Context: an optimization exercise on an open-source flow, tuned for small area, a short achievable clock period and few clock cycles. The choices shown serve that exercise and are no tape-out recipe.
Only simulation tests tie the RTL to the original design; equivalence was not proved.
Power and IR drop assume default switching activity.

Design dphy_tc, start of the top module:
module dphy_tc (
    input  wire        clk,
    input  wire        rst,           
    input  wire        cmd_valid,
    output wire        cmd_ready,
    input  wire [31:0] cmd_data,
    output reg  [31:0] result,
    output reg         mmio_valid,
    output wire [15:0] mmio_addr,
    output reg  [31:0] mmio_data,
    output reg         rpt_valid,
    output wire [31:0] rpt_raw,
    output wire [31:0] rpt_rounded
);
    reg        mode_valid;
    reg        mode_big;          
    reg [5:0]  mode_pclk;         
    reg [11:0] mode_raw;
    reg        plan_valid;
    reg        plan_ovr_used;
    reg [5:0]  plan_pclk;
    reg [15:0] plan_raw;
    reg [7:0]  c0, c1, c2, c3, c4, c6, c7, c8;
    reg [8:0]  c5;
    reg        s9_en, s10_en;     
    reg [7:0]  s9_val, s10_val;
    reg [10:0] ovr_en;
    reg [7:0]  ov0, ov1, ov2, ov3, ov4, ov5, ov6, ov7, ov8, ov9, ov10;
    reg [31:0] img0, img1;
    reg [7:0]  img2;
    reg [15:0] img3;
    reg        img_valid;
    reg        img_any;           
    reg [31:0] stg;
    reg [7:0]  status;
    reg        busy;              
    reg        wr_act;            
    reg [1:0]  wr_ph;             
    reg [13:0] addr_q;
    wire        clamp   = (plan_raw > 16'd3996);
    wire [11:0] raw_eff = plan_raw[11:0] | {12{|plan_raw[15:12]}};
    wire [11:0] rom_in  = busy ? raw_eff : mode_raw;
    wire [5:0]  d6      = cmd_data[5:0];       
    wire [64:0] pc_0 = rom_in[0] ? 65'd65536 : 65'd0;
    wire [64:0] pc_1 = rom_in[1] ? 65'd65536 : pc_0;
    wire [64:0] pc_2 = rom_in[2] ? 65'd65536 : pc_1;
    wire [64:0] pc_3 = rom_in[3] ? 65'd65536 : pc_2;
    wire [64:0] pc_4 = rom_in[0] ? 65'd144116287604326400 : 65'd65536;
    wire [64:0] pc_5 = rom_in[1] ? 65'd144116287604326400 : pc_4;
    wire [64:0] pc_6 = rom_in[2] ? 65'd144116287604326400 : pc_5;
    wire [64:0] pc_7 = rom_in[3] ? pc_6 : 65'd65536;
    wire [64:0] pc_8 = rom_in[4] ? pc_7 : pc_3;
    wire [64:0] pc_9 = rom_in[0] ? 65'd144680337069375744 : 65'd144116287604326400;
    wire [64:0] pc_10 = rom_in[1] ? 65'd144680337069375744 : pc_9;
    wire [64:0] pc_11 = rom_in[2] ? pc_10 : 65'd144116287604326400;
    wire [64:0] pc_12 = rom_in[3] ? 65'd144680337069375744 : pc_11;
    wire [64:0] pc_13 = rom_in[0] ? 65'd144681436581003520 : 65'd144680337069375744;
  ...
clock: 10.0 ns
lec_check: 0
abc_area: 1
cap_margin: 20
core_margin: 2
core_utilization: 40
cts_buf_list: sky130_fd_sc_hd__clkbuf_8
place_density: 0.6
slew_margin: 20
standard.sh (not shown) runs the stock make flow with config.mk's settings and CLKGATE_MAP_FILE= SYNTH_SCRIPT=/design/flow/synth_recipe.tcl, a recipe that flattens the netlist after the stock synthesis.
==> flow/flow/run.sh <==
#!/bin/bash
# Own layout flow: the standard flow (standard.sh runs the unchanged ORFS scripts from
# synthesis to the final layout), with two make settings added on its command line:
set -euo pipefail
bash standard.sh finish SETUP_SLACK_MARGIN=6.75 \
    "BUFFER_PORTS_ARGS=-buffer_cell sky130_fd_sc_hd__buf_2" > standard_flow.log 2>&1
Testbench counts at the start, summed over its fixed seeds: cycles 3,182.
Change:
--- a/flow/flow/run.sh
+++ b/flow/flow/run.sh
@@ -5 +5 @@
-bash standard.sh finish SETUP_SLACK_MARGIN=6.75 \
+bash standard.sh finish SETUP_SLACK_MARGIN=6.25 \
What happened:
- The new run passed the timing, design-rule and antenna checks
- count of clock-buffer cells in the layout decreases by 6
- power decreases by 3.7%
- synthesized area does not change
- sequential power hardly moves
- worst setup slack degrades by 0.18 ns
- wire length decreases by about 11%
- sequential cell count does not change
- design area decreases by 16%
- combinational power decreases by about 20%
Change:
--- a/flow/flow/run.sh
+++ b/flow/flow/run.sh
@@ -5 +5 @@
-bash standard.sh finish SETUP_SLACK_MARGIN=6.25 \
+bash standard.sh finish SETUP_SLACK_MARGIN=6.5 \
What happened:
- cell count came out higher by 2.4%
- wire length came out higher by 2.3%
- count of clock-buffer cells in the layout came out higher by 2
- flip-flop and latch count is unchanged
- via count came out higher by 3.0%
- design area came out higher by 5.6%
- worst setup slack improves by 0.32 ns
- core utilization came out higher by 2.6 points

## afterwards: timing with drivers on the ports
The flow's constraints put no driver on any port. The routed layouts listed below were extracted and timed again, unchanged, in two steps.
Step 1 sets driving cells, clkbuf_16 on the clock port and buf_2 on the other inputs (assumed; they add their load-dependent delay and slew).
Step 2 also shifts input and output timing later by t, the mid clock arrival at the registers, as if the neighbouring blocks saw the same clock.
a / b / c = no drivers / after step 1 / after step 2; a / b = the first two.
run	t (ns)	slack for setup (ns)	worst setup path at the end	worst register clock-pin slew, ns	cell pins on the clock port's net
the first run	0.747	6.346 / 6.376 / 5.629	input to register	0.07 / 0.07	1
the second run	0.740	6.165 / 6.156 / 5.415	input to register	0.07 / 0.07	1
the third run	0.740	6.480 / 6.420 / 5.759	input to register	0.08 / 0.08	1
After both steps setup and hold are still met in every run listed. For the second run, which loses most, drivers alone change the setup slack by -0.009 ns; drivers and shift together by -0.750 ns.
